From an optimization exercise on the open Yosys and OpenROAD flow, aimed at small area, a short achievable clock period and few clock cycles; shortcuts taken in it are not production practice.
No functional check of the RTL was part of any run shown here.
Power is estimated from default activity; no workload was simulated.

**flow/flow/run.sh**
```bash
#!/bin/bash
# Layout flow: the standard flow (standard synthesis unchanged), with
#  - every port buffered by sky130_fd_sc_hd__buf_1 instead of the default
#    buffer cell buffer_ports picks;
#  - pins placed one routing track apart, so that the 2100-odd ports fit on
#    the edge of a die sized for the cells.
# Each make step writes its full log under orfs/logs/; this script's own
# output goes to run_flow.log.
set -euo pipefail
export BUFFER_PORTS_ARGS="-buffer_cell sky130_fd_sc_hd__buf_1"
export PLACE_PINS_ARGS="-min_distance 1 -min_distance_in_tracks"
bash standard.sh finish > run_flow.log 2>&1
```
**flow/standard.sh**
```bash
#!/bin/bash
# synth_recipe.tcl (not shown) runs the flow's synth.tcl, then flattens the netlist and writes it again
# the make line also repeats each setting of config.mk as NAME=value (left out here)
make -C /OpenROAD-flow-scripts/flow DESIGN_CONFIG=/design/flow/config.mk WORK_HOME=/design/flow/orfs CLKGATE_MAP_FILE= SYNTH_SCRIPT=/design/flow/synth_recipe.tcl "${@:-finish}"
```
**flow/config.mk**
```make
export PLATFORM = sky130hd
export DESIGN_NAME = vfdc
export DESIGN_NICKNAME = vfdc
export VERILOG_FILES = /design/flow/design.v
export SDC_FILE = /design/flow/constraint.sdc
export NUM_CORES = 4
export LEC_CHECK = 0
export CAP_MARGIN = 20
export CORE_AREA = 5 5 395 395
export DIE_AREA = 0 0 400 400
export PLACE_DENSITY = 0.6
export SETUP_SLACK_MARGIN = 5
export SLEW_MARGIN = 20
```
**flow/constraint.sdc**
```tcl
create_clock -name core_clock -period 9.0 [get_ports {clk}]
set_input_delay 1.8000 -clock core_clock [delete_from_list [all_inputs] [get_ports {clk}]]
set_output_delay 1.8000 -clock core_clock [all_outputs]
set_load 0.01 [all_outputs]
```
**flow/design.v**
```verilog
module vfdc (
    input  wire          clk,
    input  wire          rst,               
    input  wire          cfg_layout_b,      
    input  wire          cfg_halt_policy,   
    input  wire          in_valid,
    input  wire [31:0]   in_data,
    output wire          in_ready,
    output reg           out_valid,
    output reg  [2:0]    out_st,
    output reg  [1:0]    out_kind,
    output reg  [2:0]    out_acc,
    output reg  [23:0]   out_frame24,
    output reg  [7:0]    out_computed,
    output reg           out_msg_valid,
    output reg  [7:0]    out_msg_len,
    output wire [2039:0] out_msg_data,
    output reg           out_key_valid,
    output wire [7:0]    out_key_code,
    output wire [4:0]    out_key_flags,
    output wire          viol,
    output wire          halt
);
    localparam [2:0] ST_OK       = 3'd0;
    localparam [2:0] ST_CSUM     = 3'd1;
    localparam [2:0] ST_INV_META = 3'd2;
    localparam [2:0] ST_INV_DATA = 3'd3;
    localparam [2:0] ST_HALTED   = 3'd4;
    localparam [1:0] K_DECL = 2'd0;
    localparam [1:0] K_EOM  = 2'd1;
    localparam [1:0] K_DATA = 2'd2;
    localparam [1:0] K_KEY  = 2'd3;
    localparam [2:0] A_NONE       = 3'd0;
    localparam [2:0] A_DECLARED   = 3'd1;
    localparam [2:0] A_APPENDED   = 3'd2;
    localparam [2:0] A_IGNORED    = 3'd3;
    localparam [2:0] A_COMPLETED  = 3'd4;
    localparam [2:0] A_TERMINATED = 3'd5;
    assign in_ready = 1'b1;
    wire [23:0] raw = in_data[23:0];
    wire       a_meta    = raw[23];
    wire [3:0] a_type    = raw[22:19];
    wire [3:0] a_seq     = raw[18:15];
    wire [6:0] a_csum    = raw[14:8];
    wire [7:0] a_payload = raw[7:0];
    wire [3:0] b_seq     = raw[23:20];
    wire [6:0] b_csum    = raw[19:13];
    wire [7:0] b_key     = raw[12:5];
    wire [4:0] b_flags   = raw[4:0];
    wire [8:0] a_sum = {8'd0, a_meta} + {5'd0, a_type} + {5'd0, a_seq} + {1'b0, a_payload};
    wire [8:0] b_sum = {5'd0, b_seq} + {1'b0, b_key}
                     + {8'd0, b_flags[4]} + {8'd0, b_flags[3]} + {8'd0, b_flags[2]}
                     + {8'd0, b_flags[1]} + {8'd0, b_flags[0]};
    wire [8:0] a_avg = a_sum / 9'd4;
    wire [8:0] b_avg = b_sum / 9'd7;
    wire [7:0] computed = cfg_layout_b ? b_avg[7:0] : a_avg[7:0];
    wire [6:0] csum     = cfg_layout_b ? b_csum : a_csum;
    wire       csum_ok  = (computed == {1'b0, csum});
    reg        s1_valid;
    reg [23:0] s1_raw;
    reg [7:0]  s1_computed;
    reg        s1_ok;
    reg        s1_lb;
    reg        s1_hp;
    always @(posedge clk) begin
        if (rst)
            s1_valid <= 1'b0;
        else
            s1_valid <= in_valid;
        s1_raw      <= raw;
        s1_computed <= computed;
        s1_ok       <= csum_ok;
        s1_lb       <= cfg_layout_b;
        s1_hp       <= cfg_halt_policy;
    end
    reg  [7:0] len_q;           
    reg  [7:0] rem_q;           
    reg        viol_q;
    reg        halt_q;
    assign viol = viol_q;
    assign halt = halt_q;
    wire       p_meta    = s1_raw[23];
    wire [3:0] p_type    = s1_raw[22:19];
    wire [7:0] p_payload = s1_raw[7:0];
    wire is_decl = p_meta  & (p_type == 4'h0);
    wire is_eom  = p_meta  & (p_type == 4'hF);
    wire is_data = ~p_meta & (p_type == 4'h0);
    wire run     = s1_valid & ~halt_q;           
    wire a_ok    = run & s1_ok & ~s1_lb;         
    wire do_decl = a_ok & is_decl;
    wire do_eom  = a_ok & is_eom;
    wire do_data = a_ok & is_data;
    wire do_bad  = a_ok & ~is_decl & ~is_eom & ~is_data;
    wire room    = (rem_q != 8'd0);
    wire last    = (rem_q == 8'd1);
    wire do_wr   = do_data & room;
    wire [7:0] len_inc = len_q + 8'd1;
    reg  [2:0] st;
    reg  [1:0] kind;
    reg  [2:0] acc;
    reg        emit_msg;
    reg  [7:0] msg_len;
    always @(*) begin
        st       = ST_OK;
        kind     = K_DECL;
        acc      = A_NONE;
        emit_msg = 1'b0;
        msg_len  = len_q;
        if (halt_q) begin
            st = ST_HALTED;
        end else if (!s1_ok) begin
            st = ST_CSUM;
        end else if (s1_lb) begin
            kind = K_KEY;
        end else if (is_decl) begin
            acc = A_DECLARED;
        end else if (is_eom) begin
            kind     = K_EOM;
            acc      = A_TERMINATED;
            emit_msg = 1'b1;
        end else if (is_data) begin
            kind = K_DATA;
            if (!room) begin
                acc = A_IGNORED;
            end else if (last) begin
                acc      = A_COMPLETED;
                emit_msg = 1'b1;
                msg_len  = len_inc;
            end else begin
                acc = A_APPENDED;
            end
        end else begin
            st = p_meta ? ST_INV_META : ST_INV_DATA;
        end
    end
    always @(posedge clk) begin
        if (rst) begin
            len_q  <= 8'd0;
            rem_q  <= 8'd0;
            viol_q <= 1'b0;
            halt_q <= 1'b0;
        end else begin
            if (do_decl) begin
                len_q <= 8'd0;
                rem_q <= p_payload;
            end else if (do_eom || (do_wr && last)) begin
                len_q <= 8'd0;
                rem_q <= 8'd0;
            end else if (do_wr) begin
                len_q <= len_inc;
                rem_q <= rem_q - 8'd1;
            end
            if (do_bad) begin
                viol_q <= 1'b1;
                if (s1_hp)
                    halt_q <= 1'b1;
            end
        end
    end
    always @(posedge clk) begin
        if (rst)
            out_valid <= 1'b0;
        else
            out_valid <= s1_valid;
        out_st        <= st;
        out_kind      <= kind;
        out_acc       <= acc;
        out_frame24   <= s1_raw;
        out_computed  <= halt_q ? 8'd0 : s1_computed;
        out_msg_valid <= emit_msg;
        out_msg_len   <= msg_len;
        out_key_valid <= ~halt_q & s1_ok & s1_lb;
    end
    assign out_key_code  = out_frame24[12:5];
    assign out_key_flags = out_frame24[4:0];
    wire clr = do_decl;
    genvar gi;
    generate
        for (gi = 0; gi < 255; gi = gi + 1) begin : g_buf
            reg  [7:0] buf_q;
            wire       we = do_wr & (len_q == gi);
            always @(posedge clk)
                buf_q <= (buf_q & {8{~clr}}) | (p_payload & {8{we}});
            assign out_msg_data[gi*8 +: 8] = buf_q;
        end
    endgenerate
endmodule
```
==> impl_metrics.ini, run 1 <==
[synth]
ys_seq_elements = 2142
syn_avg_cell_area_um2 = 12.37
yosysTopAreaCell = dfxtp_1
async_reset_ff_share_pct = 0
synthTopCellsByArea = dfxtp_1, a22o_1, clkbuf_1
ys_warn_count = 1
synth_fp_nets = 5433
synth.yosys.seq_area_share_pct = 64.61
synth_edf_count = 0
synth.distinct_cells = 60
synth.most_common_cell = dfxtp_1
synth-main-ff-cell = dfxtp_1
synth_commonest_cells = dfxtp_1, a22o_1, clkbuf_1
synth_top_area_share_pct = 64.61
synth_cells = 5366
netlist_area_um2 = 66370

[placed_design]
post-dp-hpwl_um = 216100
routabilityCongestion = 0.9866
post-place-ws_ps = 1852
numPortBuffers = 2133
placedInstanceArea_um2 = 75700

[global_route]
grtUsageTotal_pct = 40.02
gr-total-overflow = 27
grt_max_degree = 229
grt_pass1_vias = 56840
grt_pass1_wl_um = 454200

[run_status]
status = stopped before the end
error = [ERROR GRT-0116] Global routing finished with congestion. Check the congestion regions in the DRC Viewer.
lastStage = 5_1_grt

[floorplanning]
die_w_um = 400
start_util_pct = 43.80
rows = 143
io_pins = 2144
die_y_um = 400

[clocking]
cts_buffers = 209
h-tree-depth = 4
root_buffer = clkbuf_16
cts_buffer_depth = 3
clock-sinks = 2142
==> kinds of logic after synthesis <==
| group | synth area share [%] |
|---|---|
| simple gates | 2.935 |
| xor+xnor | 0.4751 |
| compound gates | 28.09 |
| buf+inv | 3.186 |
| flops | 64.61 |
| fa+ha+maj | 0.6447 |
| other cells | 0.01132 |
| mux | 0.04525 |
==> power groups by stage <==
stage	sequential, mW	clock [mW]	combinational, mW
after CTS	9.57	9.19	0.610
after detailed placement	9.78	0	0.556
after global placement	9.78	0	0.559
after floorplan	9.74	0	0.379
==> per-stage QoR <==
step | util (%) | hold slack (ps) | instances | power, mW
4_1_cts | 54.90 | 316.3 | 9456 | 19.36
2_1_floorplan | - | 309.6 | 5366 | 10.12
3_5_place_dp | 49.95 | 312.1 | 9059 | 10.33
3_3_place_gp | 49.94 | 310.7 | 9059 | 10.33
==> worst min path at each step <==
| stage | startpoint | endpoint | slack [ps] |
|---|---|---|---|
| 2_1_floorplan | s1_raw[10]$_DFF_P_ | out_frame24[10]$_DFF_P_ | 310 |
| 3_3_place_gp | s1_raw[8]$_DFF_P_ | out_frame24[8]$_DFF_P_ | 310 |
| 3_5_place_dp | s1_raw[16]$_DFF_P_ | out_frame24[16]$_DFF_P_ | 310 |
| 4_1_cts | s1_raw[17]$_DFF_P_ | out_frame24[17]$_DFF_P_ | 320 |
==> per-layer routing <==
layer	overflow	global-route usage, %
met1	0	46.64
met3	0	19.20
met4	12	30.75
met5	0	2.802
met2	15	56.15
==> what timing repair did <==
action,4_1_cts
hold buffers,0
endpoints found under the hold margin,0
pin swaps,21
gates resized for setup,37
setup buffers,16
setup endpoints to repair,731
==> run 2, diff against run 1 <==
==> flow/run.sh (new file) <==
#!/bin/bash
# synth_recipe.tcl (not shown) runs the flow's synth.tcl, then flattens the netlist and writes it again
# the make line also repeats each setting of config.mk as NAME=value (left out here)
make -C /OpenROAD-flow-scripts/flow DESIGN_CONFIG=/design/flow/config.mk WORK_HOME=/design/flow/orfs CLKGATE_MAP_FILE= SYNTH_SCRIPT=/design/flow/synth_recipe.tcl finish
--- a/flow/config.mk
+++ b/flow/config.mk
@@ -6,8 +6,8 @@
 export NUM_CORES = 4
 export LEC_CHECK = 0
 export CAP_MARGIN = 20
-export CORE_AREA = 5 5 395 395
-export DIE_AREA = 0 0 400 400
+export CORE_AREA = 5 5 445 445
+export DIE_AREA = 0 0 450 450
 export PLACE_DENSITY = 0.6
 export SETUP_SLACK_MARGIN = 5
 export SLEW_MARGIN = 20
removed: flow/flow/run.sh
removed: flow/standard.sh
==> impl_metrics.ini, run 2 <==
[synth]
synth.most_common_cell = dfxtp_1
synth.yosys.seq_area_share_pct = 64.61
synth.distinct_cells = 60
async_reset_ff_share_pct = 0
synth_top_area_share_pct = 64.61
ys_warn_count = 1
syn_avg_cell_area_um2 = 12.37
synth_cells = 5366
synthTopCellsByArea = dfxtp_1, a22o_1, clkbuf_1
synth-main-ff-cell = dfxtp_1
synth_fp_nets = 5433
synth_edf_count = 0
synth_commonest_cells = dfxtp_1, a22o_1, clkbuf_1
ys_seq_elements = 2142
netlist_area_um2 = 66370
yosysTopAreaCell = dfxtp_1

[floorplanning]
die_y_um = 450
die_w_um = 450
rows = 161
start_util_pct = 34.46

[run_status]
status = stopped before the end
error = [ERROR PPL-0024] Number of IO pins (2144) exceeds maximum number of available positions (1628). Increase the die perimeter from 1800.00um to 2915.84um.
lastStage = 3_2_place_iop
==> run 2: cell families after synthesis <==
family	synth area share [%]
AOI/OAI and AO/OA	28.09
xor gates and xnor gates	0.4751
adders and majority gates	0.6447
buffers and inverters	3.186
DFF	64.61
muxes	0.04525
other	0.01132
and+or+nand+nor	2.935
==> run 3, diff against run 2 <==
--- a/flow/config.mk
+++ b/flow/config.mk
@@ -6,8 +6,8 @@
 export NUM_CORES = 4
 export LEC_CHECK = 0
 export CAP_MARGIN = 20
-export CORE_AREA = 5 5 445 445
-export DIE_AREA = 0 0 450 450
-export PLACE_DENSITY = 0.6
+export CORE_AREA = 5 5 755 755
+export DIE_AREA = 0 0 760 760
+export PLACE_DENSITY = 0.35
 export SETUP_SLACK_MARGIN = 5
 export SLEW_MARGIN = 20
==> impl_metrics.ini, run 3 <==
[final_layout]
final_common_cell = dfxtp_1
drive_gt1_share_pct = 10.48
largest_register_ffs = 2040
stdcell_area_um2 = 107200
syn2layout_area_growth_pct = 61.55
layout_common_cells = dfxtp_1, clkdlybuf4s50_1, a22o_1, clkbuf_16, nor2_1
fin_nets = 7512
largest-register = g_buf.buf_q
final_cells = 15149
reg.largest.list = g_buf.buf_q x2040, out_frame24 x24, s1_raw x24

[routing]
post-route-drc-count = 0
vias_per_cell = 3.679
drtAntennaViolNets = 0
num_vias = 55740
drt_iter0_drc = 3839
wl_um = 428000
drtPass1Iterations = 5
wl_per_cell_um = 28.25

[clocking]
cts_tree = built
clkLatencyLatePin_ps = 940
root_buffer = clkbuf_16
cts_buffers = 274
cts_buffer_depth = 4
ctsHoldBuffers = 0
clkTransAtPathRegs_ps = 60
clock-sinks = 2142
h-tree-depth = 5

[worst_setup_path]
cp.required_ps = 9830
worstSetupStartpointType = primary input
critical-path-slowest-cell = fa_1
crit_type = primary input to register
cp.arrival_ps = 6670
worst-path-buf-inv = 5
end_kind = register
cp_top_family = compound AO/OA/AOI/OAI gates
path_max_fanout = 4
critical_path.max_stage_delay_ps = 540
crit_chain = buf_8 -> fa_1 -> inv_2 -> fa_1 -> inv_2 -> fa_2 -> a21o_4 -> a2111oi_4 -> buf_4 -> xnor2_4 -> o211a_4 -> or3_4 -> nand2_4 -> a211oi_4 -> o21ai_2 -> xnor2_1 -> ha_1 -> buf_6 -> a221oi_2 -> o31a_1 -> a21oi_2 -> o211a_1

[timing]
finalClockSkew_ps = 103.3
fin_crit_ps = 5838
final_hold_viol_count = 0
slew_headroom_pct = 16.99
drv_slew = 0
fin_tns_setup_ps = 0
setup_viol = 0
max_freq_ghz = 0.1713
worst_slew_pin_slew_ps = 1245
fin_crit_sh_pct = 64.87
rsz0062_at_grt = true

[pwr]
comb_power_share_pct = 3.5
leakagePower_nw = 38.36
internal_power_mw = 16.46
swShare_pct = 24.16
vdd_ir_drop_max_uv = 160.1
pwr-share-clk_pct = 52.4
power.switching_mw = 5.244
p_seq_share_pct = 44.1
fin_total_pwr_mw = 21.70
p_per_area_nw_per_um2 = 202.4

[synth]
syn_avg_cell_area_um2 = 12.37
ys_seq_elements = 2142
synth_commonest_cells = dfxtp_1, a22o_1, clkbuf_1
synth_edf_count = 0
synth_cells = 5366
synth-main-ff-cell = dfxtp_1
synth.most_common_cell = dfxtp_1
netlist_area_um2 = 66370
ys_warn_count = 1
synth.yosys.seq_area_share_pct = 64.61
synthTopCellsByArea = dfxtp_1, a22o_1, clkbuf_1
synth_fp_nets = 5433
yosysTopAreaCell = dfxtp_1
async_reset_ff_share_pct = 0
synth.distinct_cells = 60
synth_top_area_share_pct = 64.61

[floorplanning]
rows = 275
io_pins = 2144
die_y_um = 760
die_w_um = 760
start_util_pct = 11.83
core-area_um2 = 560900
dieArea_um2 = 577600

[placed_design]
dpl.cell_count = 14586
routabilityCongestion = 0.8056
post-dp-hpwl_um = 303200
placedInstanceArea_um2 = 96930
numPortBuffers = 2133

[global_route]
grtUsageTotal_pct = 13.96
grt_pass1_vias = 55529
grt_max_degree = 230
grt_pass1_wl_um = 557800
antenna_found_initial = 43
gr-total-overflow = 0

[run]
maxCapViolCount = 0

[hold_path]
min_path_type = register to register

[run_status]
status = complete, no violations
run 3: repair_timing:
action / 4_1_cts / 5_1_grt
endpoints found under the hold margin: 0 / 0
setup endpoints to repair: 1774 / 499
gates resized for setup: 106 / 54
setup buffers: 54 / 7
pin swaps: 29 / 20
run 3: path summary, 6_finish.rpt:
path                                 end  slack (ps)  depth (start not counted)                start
max reg2reg  g_buf[241].buf_q[2]$_DFF_P_        5200                          8  halt_q$_SDFFE_PP0P_
min              out_frame24[17]$_DFF_P_         320                          0   s1_raw[17]$_DFF_P_
min reg2reg      out_frame24[17]$_DFF_P_         320                          0   s1_raw[17]$_DFF_P_
max                        s1_ok$_DFF_P_        3160                         22           in_data[1]
run 3: per-stage QoR:
step / hold slack, ps / util (%) / setup slack (ps)
final: 323.2 / 19.12 / 3162
after floorplan: 309.6 / - / 2552
after global routing: 325.5 / 19.11 / 3128
after CTS: 324.2 / 19.05 / 3269
after global placement: 312.3 / 17.26 / 1282
after detailed placement: 313.5 / 17.28 / 1410
run 3: kinds of logic (layout without fill, tap and decap cells):
family	after synthesis	after routing	synth area share [%]
AOI/OAI and AO/OA	2153	2153	28.09
DFF	2142	2142	64.61
buffers and inverters	545	2832	3.186
and+or+nand+nor	455	455	2.935
xor gates and xnor gates	36	36	0.4751
adders and majority gates	30	30	0.6447
muxes	3	3	0.04525
other	2	19	0.01132
run 3: area by class of cell:
class / instances / area (µm²)
diodes: 17 / 42.54
clock inverters: 91 / 1295
clock buffers: 393 / 7981
inverters: 17 / 63.81
well taps: 7479 / 9358
multi-input cells: 2679 / 22260
repair buffers: 2331 / 23300
fillers: 61016 / 453600
flip-flops and latches: 2142 / 42920
run 3: power by group through the flow:
stage          sequential (mW)  combinational [mW]  clock (mW)
6_report                  9.57               0.767        11.4
5_1_grt                   9.57               0.810        12.1
4_1_cts                   9.57               0.739        11.7
3_5_place_dp              9.78               0.684           0
3_3_place_gp              9.78               0.691           0
2_1_floorplan             9.74               0.379           0
run 3: worst reg2reg max path: stages (launching register included):
cell	delay, ps
dfxtp_1	290
buf_4	170
nor2b_1	260
nor2b_1	320
nand4_1	290
buf_12	340
buf_16	960
buf_8	620
a22o_1	400
run 3: routing by layer:
metal	wire, µm	track usage (%)	vias to the layer above	share of wire, %
li1	-	-	24617	-
met1	171600	16.52	28293	40
met2	206500	24.01	2343	48
met3	35990	4.339	481	8.4
met4	13870	4.282	6	3.2
met5	36	0	-	0.0084

port drivers added, routing unchanged:
In the flow no input, the clock included, has a driving cell. The finished layout below was timed again as built, in two steps. Step 1 assumes that a clkbuf_16 drives the clock port and a buf_2 every other input. Step 2 moves the port delays by t, midway between the first and last clock arrival at a register: inputs arrive t later, outputs are due t later. That takes back most of the time a late clock gives input paths. Three values: no drivers, after step 1, after step 2; two values: the first two.
run: run 3
shift t [ns]: 0.978
setup slack, ns: 3.162 / 3.180 / 2.202
worst hold slack (ns): 0.323 / 0.323 / 0.323
worst setup path at the end: input to register
After both steps setup and hold are still met in run 3. For run 3, drivers alone change the setup slack by +0.018 ns; drivers and shift together by -0.960 ns.
